What follows belongs to an exercise in optimizing a design on an open flow for small area, a short achievable clock period and few clock cycles per item; a production flow would make more cautious choices. Power figures rest on the tool's default switching activity, not on a simulated workload.

==> module sge_escaper, before the edit <==
module sge_escaper (
    input  wire       clk,
    input  wire       rst,
    input  wire       in_valid,
    output wire       in_ready,
    output wire       in_free,     
    output wire       in_pend,     
    input  wire [7:0] in_data,
    input  wire       in_last,
    output reg        out_valid,
    input  wire       out_ready,
    output reg  [7:0] out_data,
    output reg        out_last
);
    localparam [7:0] ESC_BYTE  = 8'h54;
    localparam [7:0] SYNC_BYTE = 8'hAB;
    localparam [7:0] SYNC_SUB  = 8'h9F;
    reg pend;         
    reg pend_sync;    
    reg pend_last;
    wire out_fire = out_valid && out_ready;
    assign in_ready = !out_valid || (out_ready && !pend);
    assign in_free  = !out_valid;
    assign in_pend  = pend;
    wire in_fire  = in_valid && in_ready;
    wire reserved = (in_data == ESC_BYTE) || (in_data == SYNC_BYTE);
    always @(posedge clk) begin
        if (rst) begin
            out_valid <= 1'b0;
            pend      <= 1'b0;
        end else if (in_fire) begin
            out_valid <= 1'b1;
            pend      <= reserved;
            pend_sync <= in_data[7];      
            pend_last <= in_last;
            out_data  <= reserved ? ESC_BYTE : in_data;
            out_last  <= in_last && !reserved;
        end else if (out_fire) begin
            out_valid <= pend;
            pend      <= 1'b0;
            out_data  <= pend_sync ? SYNC_SUB : ESC_BYTE;
            out_last  <= pend_last;
        end
    end
endmodule
==> module sge_fec_esc, before the edit <==
module sge_fec_esc (
    input  wire       clk,
    input  wire       rst,
    input  wire       in_valid,
    output wire       in_ready,
    input  wire [7:0] in_data,
    input  wire       in_last,
    output wire       out_valid,
    input  wire       out_ready,
    output wire [7:0] out_data,
    output wire       out_last
);
    reg       mv;              
    reg [7:0] md;
    reg       ml;
    reg [7:0] pos;
    reg       par_ph;          
    reg       pad;             
    reg       fin;             
    reg       flush;           
    reg       cv;              
    reg [7:0] cd;
    reg       cl;
    wire esc_ready, esc_free, esc_pend;
    wire c_free   = !cv || esc_ready;
    wire src_ok   = par_ph || pad || mv;
    wire step     = flush || (c_free && src_ok);
    wire take     = step && !par_ph && !pad;
    wire msg_ph   = !par_ph && !pad;
    wire rdy_a    = !mv || (msg_ph && (!cv || esc_free));
    wire rdy_b    = msg_ph && !esc_pend;
    assign in_ready = rdy_a || (rdy_b && out_ready);
    wire in_fire  = in_valid && in_ready;
    wire [7:0] par31;
    wire [7:0] sym      = pad ? 8'h00 : md;
    wire [7:0] cod_data = par_ph ? par31 : sym;
    wire       cod_last = par_ph && fin && (pos == 8'd254);
    wire       wrap     = (pos == 8'd254);
    wire       to_par   = (pos == 8'd222);
    wire [7:0] pos_n    = !step ? pos    : wrap ? 8'd0 : pos + 8'd1;
    wire       par_ph_n = !step ? par_ph : wrap ? 1'b0 : (par_ph || to_par);
    wire       pad_n    = !step ? pad    : wrap ? 1'b0 : (pad || (take && ml && !to_par));
    wire       mv_n   = in_fire || (mv && !take);
    always @(posedge clk) begin
        if (rst) begin
            mv     <= 1'b0;
            pos    <= 8'd223;
            par_ph <= 1'b1;
            flush  <= 1'b1;
            pad    <= 1'b0;
            cv     <= 1'b0;
        end else begin
            mv <= mv_n;
            if (in_fire) begin
                md <= in_data; ml <= in_last;
            end
            pos    <= pos_n;
            par_ph <= par_ph_n;
            pad    <= pad_n;
            if (step && wrap)
                flush <= 1'b0;
            if (take)
                fin <= ml;
            if (c_free) begin
                cv <= step && !flush;
                cd <= cod_data;
                cl <= cod_last;
            end
        end
    end
    sge_rs_encoder u_rs (
        .clk     (clk),
        .rst     (rst),
        .en      (step),
        .zero    (par_ph),
        .zero_n  (par_ph_n),
        .sym     (sym),
        .par_out (par31)
    );
    sge_escaper u_esc (
        .clk       (clk),
        .rst       (rst),
        .in_valid  (cv),
        .in_ready  (esc_ready),
        .in_free   (esc_free),
        .in_pend   (esc_pend),
        .in_data   (cd),
        .in_last   (cl),
        .out_valid (out_valid),
        .out_ready (out_ready),
        .out_data  (out_data),
        .out_last  (out_last)
    );
endmodule
export LEC_CHECK = 0
export CAP_MARGIN = 20
export CORE_MARGIN = 2
export CORE_UTILIZATION = 70
export CTS_BUF_LIST = sky130_fd_sc_hd__clkbuf_8
export CTS_CLUSTER_DIAMETER = 40
export CTS_CLUSTER_SIZE = 16
export SETUP_SLACK_MARGIN = 2.0
export SLEW_MARGIN = 20
create_clock -name core_clock -period 4.0 [get_ports {clk}]
run.sh (not shown) runs the stock make flow with config.mk's settings and CLKGATE_MAP_FILE= SYNTH_SCRIPT=/design/flow/synth_recipe.tcl, a recipe that flattens the netlist after the stock synthesis.
==> next run, changes <==
--- a/flow/design.v
+++ b/flow/design.v
@@ -293,15 +293,14 @@
     end
 endmodule
 module sge_escaper (
     input  wire       clk,
     input  wire       rst,
     input  wire       in_valid,
-    output wire       in_ready,
-    output wire       in_free,     
-    output wire       in_pend,     
+    output wire       in_free,
+    output wire       in_pend,
     input  wire [7:0] in_data,
     input  wire       in_last,
     output reg        out_valid,
     input  wire       out_ready,
     output reg  [7:0] out_data,
     output reg        out_last
@@ -310,15 +309,15 @@
     localparam [7:0] SYNC_BYTE = 8'hAB;
     localparam [7:0] SYNC_SUB  = 8'h9F;
     reg pend;         
     reg pend_sync;    
     reg pend_last;
     wire out_fire = out_valid && out_ready;
-    assign in_ready = !out_valid || (out_ready && !pend);
     assign in_free  = !out_valid;
     assign in_pend  = pend;
+    wire   in_ready = !out_valid || (out_ready && !pend);
     wire in_fire  = in_valid && in_ready;
     wire reserved = (in_data == ESC_BYTE) || (in_data == SYNC_BYTE);
     always @(posedge clk) begin
         if (rst) begin
             out_valid <= 1'b0;
             pend      <= 1'b0;
@@ -346,64 +345,79 @@
     input  wire       in_last,
     output wire       out_valid,
     input  wire       out_ready,
     output wire [7:0] out_data,
     output wire       out_last
 );
-    reg       mv;              
-    reg [7:0] md;
-    reg       ml;
+    reg [7:0] q0d, q1d;        
+    reg       q0l, q1l;
+    reg       wp, rp;          
+    reg [1:0] qn;              
+    reg       in_rdy;          
     reg [7:0] pos;
     reg       par_ph;          
     reg       pad;             
     reg       fin;             
     reg       flush;           
     reg       cv;              
     reg [7:0] cd;
     reg       cl;
-    wire esc_ready, esc_free, esc_pend;
-    wire c_free   = !cv || esc_ready;
+    assign in_ready = in_rdy;
+    wire in_fire = in_valid && in_rdy;
+    wire       mv = (qn != 2'd0);
+    wire [7:0] md = rp ? q1d : q0d;
+    wire       ml = rp ? q1l : q0l;
+    wire esc_free;             
+    wire esc_pend;             
     wire src_ok   = par_ph || pad || mv;
-    wire step     = flush || (c_free && src_ok);
+    wire step_a   = flush || (src_ok && (!cv || esc_free));
+    wire step_b   = src_ok && !esc_pend;
+    wire step     = step_a || (step_b && out_ready);
     wire take     = step && !par_ph && !pad;
-    wire msg_ph   = !par_ph && !pad;
-    wire rdy_a    = !mv || (msg_ph && (!cv || esc_free));
-    wire rdy_b    = msg_ph && !esc_pend;
-    assign in_ready = rdy_a || (rdy_b && out_ready);
-    wire in_fire  = in_valid && in_ready;
     wire [7:0] par31;
     wire [7:0] sym      = pad ? 8'h00 : md;
     wire [7:0] cod_data = par_ph ? par31 : sym;
     wire       cod_last = par_ph && fin && (pos == 8'd254);
     wire       wrap     = (pos == 8'd254);
     wire       to_par   = (pos == 8'd222);
     wire [7:0] pos_n    = !step ? pos    : wrap ? 8'd0 : pos + 8'd1;
     wire       par_ph_n = !step ? par_ph : wrap ? 1'b0 : (par_ph || to_par);
     wire       pad_n    = !step ? pad    : wrap ? 1'b0 : (pad || (take && ml && !to_par));
-    wire       mv_n   = in_fire || (mv && !take);
+    wire [1:0] qn_n = qn + {1'b0, in_fire} - {1'b0, take};
     always @(posedge clk) begin
         if (rst) begin
-            mv     <= 1'b0;
+            wp     <= 1'b0;
+            rp     <= 1'b0;
+            qn     <= 2'd0;
+            in_rdy <= 1'b1;
             pos    <= 8'd223;
             par_ph <= 1'b1;
             flush  <= 1'b1;
             pad    <= 1'b0;
             cv     <= 1'b0;
         end else begin
-            mv <= mv_n;
             if (in_fire) begin
-                md <= in_data; ml <= in_last;
+                wp <= !wp;
+                if (wp) begin
+                    q1d <= in_data; q1l <= in_last;
+                end else begin
+                    q0d <= in_data; q0l <= in_last;
+                end
             end
+            if (take)
+                rp <= !rp;
+            qn     <= qn_n;
+            in_rdy <= !qn_n[1];
             pos    <= pos_n;
             par_ph <= par_ph_n;
             pad    <= pad_n;
             if (step && wrap)
                 flush <= 1'b0;
             if (take)
                 fin <= ml;
-            if (c_free) begin
+            if (!cv || esc_free || (!esc_pend && out_ready)) begin
                 cv <= step && !flush;
                 cd <= cod_data;
                 cl <= cod_last;
             end
         end
     end
@@ -417,13 +431,12 @@
         .par_out (par31)
     );
     sge_escaper u_esc (
         .clk       (clk),
         .rst       (rst),
         .in_valid  (cv),
-        .in_ready  (esc_ready),
         .in_free   (esc_free),
         .in_pend   (esc_pend),
         .in_data   (cd),
         .in_last   (cl),
         .out_valid (out_valid),
         .out_ready (out_ready),
Non-clock buffer count grows by 4; setup slack is better by 0.28 ns; clock-buffer cell count grows by 4; via count grows by about 3.7%; power grows by 9.9%; fmax grows by about 14%; clock skew stays flat; hold slack is worse by 0.0075 ns; die area grows by about 3.8%; routed wire length grows by 1.7%.
Function was not checked in any run of this note: the RTL went through the layout flow alone.

-- afterwards: timing with drivers on the ports --
Ports are ideal in the flow. The routed layouts listed here were re-timed in OpenROAD.
Step 1 (the two cells are an assumption about what drives the block):
set clk [get_ports {clk}]
set_driving_cell -lib_cell sky130_fd_sc_hd__clkbuf_16 $clk
set_driving_cell -lib_cell sky130_fd_sc_hd__buf_2 [delete_from_list [all_inputs] $clk]
Step 2 adds t to the input delays and takes it off the output delays; t is the mean of the earliest and latest rising clock arrival at the registers after step 1. Input paths then give back, and output paths get back, about the clock's delay inside the block.
Three values: no drivers, after step 1, after step 2; two values: the first two.
run | t (ns) | slack for setup (ns) | worst hold slack (ns) | clock arrival spread, ns | slew at the worst register clock pin (ns)
the first run | 0.593 | 1.661 / 1.619 / 1.448 | 0.480 / 0.480 / 0.480 | 0.031 / 0.031 | 0.10 / 0.10
the second run | 0.604 | 1.944 / 1.944 / 1.435 | 0.473 / 0.473 / 0.473 | 0.031 / 0.032 | 0.10 / 0.10
After both steps setup and hold are still met in every run listed. The setup slack of the second run, which loses most, moves by 0.000 ns with the drivers and by -0.509 ns with both steps.
